Source: an optimization exercise on an open RTL-to-GDS flow (aim: small area, a short achievable clock period and few clock cycles per item). Production flows keep margins and buffers that such runs may drop.
In this exercise RTL edits were held to simulation tests only and were not proved equivalent to the original.

==> tundra <==
==> flow/design.v <==
module photon_mix (
    input  wire [31:0] x,    
    output wire [31:0] y
);
    wire t32 = x[12] ^ x[19];
    wire t33 = x[0] ^ x[18];
    wire t34 = x[17] ^ x[29];
    wire t35 = x[1] ^ x[13];
    wire t36 = x[16] ^ x[28];
    wire t37 = x[15] ^ x[31];
    wire t38 = x[8] ^ x[25];
    wire t39 = x[22] ^ x[26];
    wire t40 = x[4] ^ x[23];
    wire t41 = x[7] ^ x[24];
    wire t42 = x[6] ^ x[30];
    wire t43 = x[11] ^ x[21];
    wire t44 = x[3] ^ x[27];
    wire t45 = x[2] ^ x[5];
    wire t46 = x[9] ^ x[14];
    wire t47 = x[20] ^ t32;
    wire t48 = t35 ^ t38;
    wire t49 = x[10] ^ x[21];
    wire t50 = t34 ^ t39;
    wire t51 = t33 ^ t42;
    wire t52 = t32 ^ t43;
    wire t53 = x[20] ^ x[25];
    wire t54 = x[10] ^ x[29];
    wire t55 = x[12] ^ x[24];
    wire t56 = x[9] ^ x[28];
    wire t57 = x[5] ^ x[22];
    wire t58 = x[14] ^ x[23];
    wire t59 = x[1] ^ x[17];
    wire t60 = x[18] ^ t45;
    wire t61 = x[2] ^ x[23];
    wire t62 = x[7] ^ x[15];
    wire t63 = x[6] ^ x[11];
    wire t64 = x[9] ^ t36;
    wire t65 = x[27] ^ t41;
    wire t66 = t37 ^ t49;
    wire t67 = t40 ^ t56;
    wire t68 = t33 ^ t40;
    wire t69 = x[20] ^ t41;
    wire t70 = t36 ^ t38;
    wire t71 = x[3] ^ x[24];
    wire t72 = x[13] ^ t46;
    wire t73 = t39 ^ t59;
    wire t74 = t34 ^ t43;
    wire t75 = x[21] ^ t48;
    wire t76 = x[31] ^ t47;
    wire t77 = x[30] ^ t60;
    wire t78 = x[16] ^ x[19];
    wire t79 = x[4] ^ x[14];
    wire t80 = x[0] ^ x[8];
    wire t81 = t35 ^ t37;
    wire t82 = t50 ^ t65;
    wire t83 = x[26] ^ t42;
    wire t84 = x[18] ^ t44;
    wire t85 = x[28] ^ t58;
    wire t86 = t36 ^ t63;
    wire t87 = x[29] ^ t78;
    wire t88 = t44 ^ t54;
    wire t89 = x[28] ^ t45;
    wire t90 = t42 ^ t62;
    wire t91 = x[13] ^ t57;
    wire t92 = t34 ^ t36;
    wire t93 = t41 ^ t57;
    wire t94 = x[24] ^ t35;
    wire t95 = t37 ^ t71;
    wire t96 = t53 ^ t64;
    wire t97 = x[12] ^ x[14];
    wire t98 = t44 ^ t68;
    wire t99 = t83 ^ t95;
    wire t100 = x[5] ^ t74;
    wire t101 = x[16] ^ x[23];
    wire t102 = t50 ^ t89;
    wire t103 = t48 ^ t52;
    wire t104 = t37 ^ t85;
    wire t105 = t48 ^ t51;
    wire t106 = t33 ^ t47;
    wire t107 = t46 ^ t47;
    wire t108 = t66 ^ t93;
    wire t109 = x[10] ^ t67;
    wire t110 = x[11] ^ t69;
    wire t111 = t40 ^ t76;
    wire t112 = t54 ^ t77;
    wire t113 = x[12] ^ x[27];
    wire t114 = x[7] ^ x[30];
    wire t115 = x[17] ^ x[25];
    wire t116 = x[0] ^ x[12];
    wire t117 = x[2] ^ x[8];
    wire t118 = x[22] ^ x[30];
    wire t119 = x[11] ^ x[22];
    wire t120 = x[12] ^ x[31];
    wire t121 = x[2] ^ x[10];
    wire t122 = x[24] ^ x[27];
    wire t123 = x[4] ^ x[8];
    wire t124 = x[15] ^ x[30];
    wire t125 = x[10] ^ x[16];
    wire t126 = x[15] ^ x[22];
    wire t127 = x[2] ^ x[30];
    wire t128 = x[0] ^ x[14];
    wire t129 = x[6] ^ t121;
    wire t130 = x[3] ^ t62;
    wire t131 = x[5] ^ t55;
    wire t132 = t43 ^ t61;
    wire t133 = t39 ^ t44;
    wire t134 = x[20] ^ t120;
    wire t135 = t58 ^ t126;
    wire t136 = t53 ^ t55;
    wire t137 = t40 ^ t116;
    wire t138 = t35 ^ t117;
    wire t139 = t101 ^ t115;
    wire t140 = t61 ^ t114;
    wire t141 = t61 ^ t119;
    wire t142 = x[19] ^ t63;
    wire t143 = t37 ^ t80;
    wire t144 = t41 ^ t80;
    wire t145 = x[1] ^ t32;
    wire t146 = t53 ^ t113;
    wire t147 = t39 ^ t46;
    wire t148 = t32 ^ t45;
    wire t149 = t38 ^ t49;
    wire t150 = x[17] ^ t118;
    wire t151 = t33 ^ t124;
    wire t152 = t70 ^ t129;
    wire t153 = t51 ^ t87;
    wire t154 = t68 ^ t73;
    wire t155 = t94 ^ t147;
    wire t156 = t64 ^ t66;
    wire t157 = t34 ^ t142;
    wire t158 = x[0] ^ t139;
    wire t159 = t74 ^ t91;
    wire t160 = t51 ^ t134;
    wire t161 = t52 ^ t133;
    wire t162 = t91 ^ t123;
    wire t163 = t70 ^ t79;
    wire t164 = t69 ^ t72;
    wire t165 = t92 ^ t148;
    wire t166 = t73 ^ t140;
    wire t167 = t81 ^ t87;
    wire t168 = t86 ^ t88;
    wire t169 = x[26] ^ t52;
    wire t170 = t73 ^ t84;
    wire t171 = x[16] ^ t60;
    wire t172 = t72 ^ t151;
    wire t173 = t79 ^ t130;
    wire t174 = t51 ^ t145;
    wire t175 = t84 ^ t141;
    wire t176 = x[13] ^ t52;
    wire t177 = t55 ^ t72;
    wire t178 = t70 ^ t128;
    wire t179 = t42 ^ t137;
    wire t180 = t125 ^ t132;
    wire t181 = x[26] ^ t68;
    wire t182 = t86 ^ t136;
    wire t183 = t67 ^ t81;
    wire t184 = x[3] ^ t144;
    wire t185 = t64 ^ t131;
    wire t186 = x[6] ^ t66;
    wire t187 = t58 ^ t146;
    wire t188 = t102 ^ t172;
    wire t189 = t92 ^ t103;
    wire t190 = t98 ^ t156;
    wire t191 = t104 ^ t122;
    wire t192 = t82 ^ t106;
    wire t193 = t94 ^ t157;
    wire t194 = t135 ^ t153;
    wire t195 = x[19] ^ t96;
    wire t196 = t44 ^ t105;
    wire t197 = t154 ^ t182;
    wire t198 = t99 ^ t100;
    wire t199 = t98 ^ t103;
    wire t200 = t165 ^ t181;
    wire t201 = t161 ^ t178;
    wire t202 = t75 ^ t185;
    wire t203 = t97 ^ t105;
    wire t204 = t104 ^ t174;
    wire t205 = t107 ^ t166;
    wire t206 = t149 ^ t160;
    wire t207 = t110 ^ t127;
    wire t208 = t76 ^ t162;
    wire t209 = t50 ^ t152;
    wire t210 = t102 ^ t107;
    wire t211 = t100 ^ t179;
    wire t212 = t82 ^ t183;
    wire t213 = t155 ^ t171;
    wire t214 = t77 ^ t109;
    wire t215 = t110 ^ t163;
    wire t216 = t170 ^ t186;
    wire t217 = t65 ^ t75;
    wire t218 = t108 ^ t158;
    wire t219 = t90 ^ t175;
    wire t220 = t106 ^ t159;
    wire t221 = t99 ^ t176;
    wire t222 = t167 ^ t207;
    wire t223 = t200 ^ t217;
    wire t224 = t196 ^ t210;
    wire t225 = t164 ^ t211;
    wire t226 = t111 ^ t213;
    wire t227 = t143 ^ t205;
    wire t228 = t108 ^ t203;
    wire t229 = t82 ^ t206;
    wire t230 = t111 ^ t184;
    wire t231 = t191 ^ t220;
    wire t232 = t112 ^ t187;
    wire t233 = t169 ^ t214;
    wire t234 = t195 ^ t198;
    wire t235 = t177 ^ t209;
    wire t236 = t168 ^ t208;
    wire t237 = t109 ^ t193;
    wire t238 = t173 ^ t189;
    wire t239 = t112 ^ t215;
    wire t240 = t180 ^ t192;
    wire t241 = t88 ^ t204;
    wire t242 = t90 ^ t201;
    wire t243 = t138 ^ t190;
    wire t244 = t96 ^ t216;
    wire t245 = t75 ^ t194;
    wire t246 = t150 ^ t199;
    assign y[0] = t221;
    assign y[1] = t242;
    assign y[2] = t212;
    assign y[3] = t232;
    assign y[4] = t226;
    assign y[5] = t244;
    assign y[6] = t240;
    assign y[7] = t246;
    assign y[8] = t235;
    assign y[9] = t219;
    assign y[10] = t230;
    assign y[11] = t202;
    assign y[12] = t229;
    assign y[13] = t237;
    assign y[14] = t239;
    assign y[15] = t234;
    assign y[16] = t224;
    assign y[17] = t218;
    assign y[18] = t197;
    assign y[19] = t223;
    assign y[20] = t228;
    assign y[21] = t233;
    assign y[22] = t236;
    assign y[23] = t225;
    assign y[24] = t222;
    assign y[25] = t238;
    assign y[26] = t188;
    assign y[27] = t241;
    assign y[28] = t243;
    assign y[29] = t231;
    assign y[30] = t245;
    assign y[31] = t227;
endmodule
module photon_sbsr (
    input  wire [255:0] s_in,
    output wire [255:0] s_out
);
    localparam [63:0] SBOX = 64'h2174_8FE3_DA09_B65C;       
    function [3:0] sbox;
        input [3:0] x;
        begin
            sbox = SBOX[{x, 2'b00} +: 4];
        end
    endfunction
    genvar i, j;
    generate
        for (i = 0; i < 8; i = i + 1) begin : g_row
            for (j = 0; j < 8; j = j + 1) begin : g_col
                assign s_out[4*(8*i+j) +: 4] = sbox(s_in[4*(8*i + ((j + i) % 8)) +: 4]);
            end
        end
    endgenerate
endmodule
module photon_mc (
    input  wire [255:0] s_in,
    output wire [255:0] s_out
);
    genvar i, j;
    generate
        for (j = 0; j < 8; j = j + 1) begin : g_mix
            wire [31:0] col, mc;
            for (i = 0; i < 8; i = i + 1) begin : g_io
                assign col[4*i +: 4] = s_in[4*(8*i+j) +: 4];
                assign s_out[4*(8*i+j) +: 4] = mc[4*i +: 4];
            end
            photon_mix u_mix (.x(col), .y(mc));
        end
    endgenerate
endmodule
module photon_perm (
    input  wire         clk,
    input  wire         rst,         
    input  wire         in_valid,
    output wire         in_ready,
    input  wire [255:0] in_state,
    output wire         out_valid,
    input  wire         out_ready,
    output wire [255:0] out_state
);
    localparam [63:0] RCR = 64'h0000_A529_C6BD_E731;    
    localparam [31:0] IC  = 32'h8CEF_7310;              
    reg [255:0] a, b;
    reg         va, vb;      
    reg [3:0]   ra, rb;      
    reg         bdone;       
    reg  cont;                              
    wire en   = !bdone || out_ready;        
    assign in_ready  = !vb || (bdone && out_ready);
    assign out_valid = bdone;
    assign out_state = b;
    wire take = in_valid && in_ready;
    reg  [3:0]  rc;
    wire [3:0]  rn = cont ? rb + 4'd1 : 4'd0;
    wire        cont_n = va && (ra != 4'd11);
    wire [31:0] k;
    wire [255:0] x = cont ? b : in_state;
    wire [255:0] x_ac;
    genvar i, j;
    generate
        for (i = 0; i < 8; i = i + 1) begin : g_row
            assign k[4*i +: 4] = rc ^ IC[4*i +: 4];
            for (j = 0; j < 8; j = j + 1) begin : g_col
                if (j == 0) begin : g_ac
                    assign x_ac[4*(8*i+j) +: 4] = x[4*(8*i+j) +: 4] ^ k[4*i +: 4];
                end else begin : g_nac
                    assign x_ac[4*(8*i+j) +: 4] = x[4*(8*i+j) +: 4];
                end
            end
        end
    endgenerate
    wire [255:0] a_d, b_d;
    photon_sbsr u_sbsr (.s_in(x_ac), .s_out(a_d));
    photon_mc   u_mc   (.s_in(a),    .s_out(b_d));
    always @(posedge clk) begin
        if (en) begin
            a <= a_d;
            b <= b_d;
            ra <= rn;
            rb <= ra;
        end
    end
    always @(posedge clk) begin
        if (rst) begin
            rc    <= RCR[3:0];
            va    <= 1'b0;
            vb    <= 1'b0;
            bdone <= 1'b0;
            cont  <= 1'b0;
        end else if (en) begin
            cont  <= cont_n;
            va    <= cont || take;
            vb    <= va;
            bdone <= va && (ra == 4'd11);
            rc    <= cont_n ? RCR[{ra + 4'd1, 2'b00} +: 4] : RCR[3:0];
        end
    end
endmodule
==> flow/flow/run.sh <==
#!/bin/bash
# Own layout flow: the standard flow (standard.sh) with a different
# technology mapping in synthesis (flow/synth.tcl: the same synthesis script,
# but no adder extraction and ABC run with flow/abc.script) and smaller port
# buffers. Each tool's output goes to its own log in the work folder.
set -euo pipefail
W=$PWD
EXTRA=()
[ -f flow/extra.txt ] && mapfile -t EXTRA < <(grep -v '^#' flow/extra.txt | grep .)
bash standard.sh \
  SYNTH_SCRIPT=$W/flow/synth.tcl \
  BENCHV_ABC_SCRIPT=$W/flow/abc.script \
  "${EXTRA[@]}" \
  finish > $W/flow_make.log 2>&1
mkdir -p $W/flow_logs
cp -r $W/orfs/logs/* $W/flow_logs/ 2>/dev/null || true
test -f $W/out/final.def
==> flow/flow/abc.script <==
&get -n
&st
&dch
&nf
&st
&syn2
&if -g -K 6
&synch2
&nf
&st
&syn2
&if -g -K 6
&synch2
&nf
&st
&syn2
&if -g -K 6
&synch2
&nf
&st
&syn2
&if -g -K 6
&synch2
&nf
&st
&syn2
&if -g -K 6
&synch2
&nf
&put
buffer -c
topo
stime -c
upsize -c
dnsize -c
==> flow/flow/extra.txt <==
# extra make variables, one per line
BUFFER_PORTS_ARGS=-buffer_cell sky130_fd_sc_hd__buf_2
==> flow/flow/synth.tcl <==
# The standard flow's synthesis (synth_recipe.tcl) with two changes to the technology
# mapping only: no half/full-adder extraction, and ABC run with our script.
proc synth {args} { yosys synth -nofsm -noshare {*}$args }
proc extract_fa {args} { puts "extract_fa skipped" }
proc abc {args} {
  set i [lsearch -exact $args -script]
  if { $i >= 0 && [info exists ::env(BENCHV_ABC_SCRIPT)] } {
    lset args [expr {$i + 1}] $::env(BENCHV_ABC_SCRIPT)
  }
  set j [lsearch -exact $args -D]
  if { $j >= 0 && [info exists ::env(BENCHV_ABC_D)] } {
    lset args [expr {$j + 1}] $::env(BENCHV_ABC_D)
  }
  puts "abc $args"
  yosys abc {*}$args
}
source $::env(SCRIPTS_DIR)/synth.tcl
# left out here: clear keep_hierarchy, flatten, clean up, hide names made inside functions, write 1_2_yosys.v
==> flow/standard.sh <==
#!/bin/bash
# synth_recipe.tcl (not shown) runs the flow's synth.tcl, then flattens the netlist and writes it again
# the make line also repeats each setting of config.mk as NAME=value (left out here)
make -C /OpenROAD-flow-scripts/flow DESIGN_CONFIG=/design/flow/config.mk WORK_HOME=/design/flow/orfs CLKGATE_MAP_FILE= SYNTH_SCRIPT=/design/flow/synth_recipe.tcl "${@:-finish}"
==> flow/config.mk <==
export PLATFORM = sky130hd
export DESIGN_NAME = photon_perm
export DESIGN_NICKNAME = photon_perm
export VERILOG_FILES = /design/flow/design.v
export SDC_FILE = /design/flow/constraint.sdc
export NUM_CORES = 4
export LEC_CHECK = 0
export CAP_MARGIN = 20
export CORE_MARGIN = 2
export CORE_UTILIZATION = 40
export PLACE_DENSITY = 0.6
export SETUP_SLACK_MARGIN = 2.7
export SLEW_MARGIN = 20
==> flow/constraint.sdc <==
create_clock -name core_clock -period 5.0 [get_ports {clk}]
set_input_delay 1.0000 -clock core_clock [delete_from_list [all_inputs] [get_ports {clk}]]
set_output_delay 1.0000 -clock core_clock [all_outputs]
set_load 0.01 [all_outputs]
==> inputs of willow, as changes to tundra <==
==> flow/flow/extra.txt (replaced) <==
# extra make variables, one per line
BUFFER_PORTS_ARGS=-buffer_cell sky130_fd_sc_hd__buf_1
- CORE_UTILIZATION: 40 -> 65
- PLACE_DENSITY: 0.6 -> 0.75
==> inputs of indigo, as changes to tundra <==
==> flow/flow/abc.script (replaced) <==
&get -n
&st
&dch
&nf -p
&put
topo
stime -c
==> qor summary <==
metric                                                                            willow                   indigo                   tundra
Run status                                                       complete, no violations  complete, no violations  complete, no violations
Launching instance or port of the critical path                                   a[107]                   a[174]                   b[108]
Crit share post-route                                                             47.72%                   47.49%                   47.72%
Buffers inserted during post-CTS setup optimization                                   91                       99                      108
Wire length of the first global-routing pass                                    191.7 mm                 207.1 mm                 211.1 mm
# H-tree levels                                                                        2                        3                        3
Non-Clock Inverter Count                                                              14                       19                       13
Drt first pass iters                                                                   6                        6                        5
Row count                                                                             93                      116                      119
Multi-In Gates                                                                      3221                     3142                     3221
Xor/xnor share of the synthesized area                                            40.33%                   41.26%                   40.33%
Routed length per placed instance                                               25.18 um                 25.61 um                 25.65 um
RD Place Congestion                                                                1.034                    1.011                   0.9747
Diode count                                                                            2                        6                        7
Share of the synthesized area in compound gates (AO/OA/AOI/OAI)                   5.713%                   5.922%                   5.713%
Clock latency on the worst-skew pair                                             0.65 ns                  0.64 ns                  0.63 ns
CP dominant cell by count                                        sky130_fd_sc_hd__xor2_1  sky130_fd_sc_hd__xor2_2                        -
Placed Instance Area                                                         0.04480 mm2              0.04516 mm2              0.04618 mm2
Proportion of netlist area held by the largest area contributor                   36.92%                   38.55%                   36.92%
Max incr delay on CP                                                             0.57 ns                  0.64 ns                  0.54 ns
Detailed-route via count                                                           32300                    31010                    31640
Mapped Cells                                                                        3935                     3688                     3935
Initial core utilization                                                          65.72%                   40.38%                   40.23%
Total met3 wirelength after detailed routing                                    13.62 mm                 11.18 mm                 11.17 mm
Pre-CTS setup slack                                                             1.515 ns                 1.537 ns                 1.456 ns
Testbench counts of tundra, summed over its fixed seeds: cycles 6,160, items 512.
Testbench counts of willow, summed over its fixed seeds: cycles 6,160, items 512.
Testbench counts of indigo, summed over its fixed seeds: cycles 6,160, items 512.

## port drivers added, routing unchanged
How much do the figures lean on ideal ports? The routed layouts below were timed once more, with nothing changed but the port constraints.
Step 1 sets driving cells, clkbuf_16 on the clock port and buf_2 on the other inputs (assumed; they add their load-dependent delay and slew).
Step 2 adds t to the input delays and takes it off the output delays; t is the mean of the earliest and latest rising clock arrival at the registers after step 1. Input paths then give back, and output paths get back, about the clock's delay inside the block.
Three values: ideal ports, drivers, drivers and shift; two values: the first two.
run | t, ns | slack for setup (ns) | hold slack, ns | pins driven straight from the clock port
tundra | 0.685 | 2.614 / 2.543 / 2.010 | 0.474 / 0.474 / 0.474 | 1
willow | 0.701 | 2.614 / 2.577 / 2.044 | 0.521 / 0.521 / 0.521 | 1
indigo | 0.685 | 2.626 / 2.561 / 2.017 | 0.519 / 0.519 / 0.519 | 1
After both steps every run listed still meets setup and hold. For indigo, which loses most, drivers alone change the setup slack by -0.065 ns; drivers and shift together by -0.609 ns.
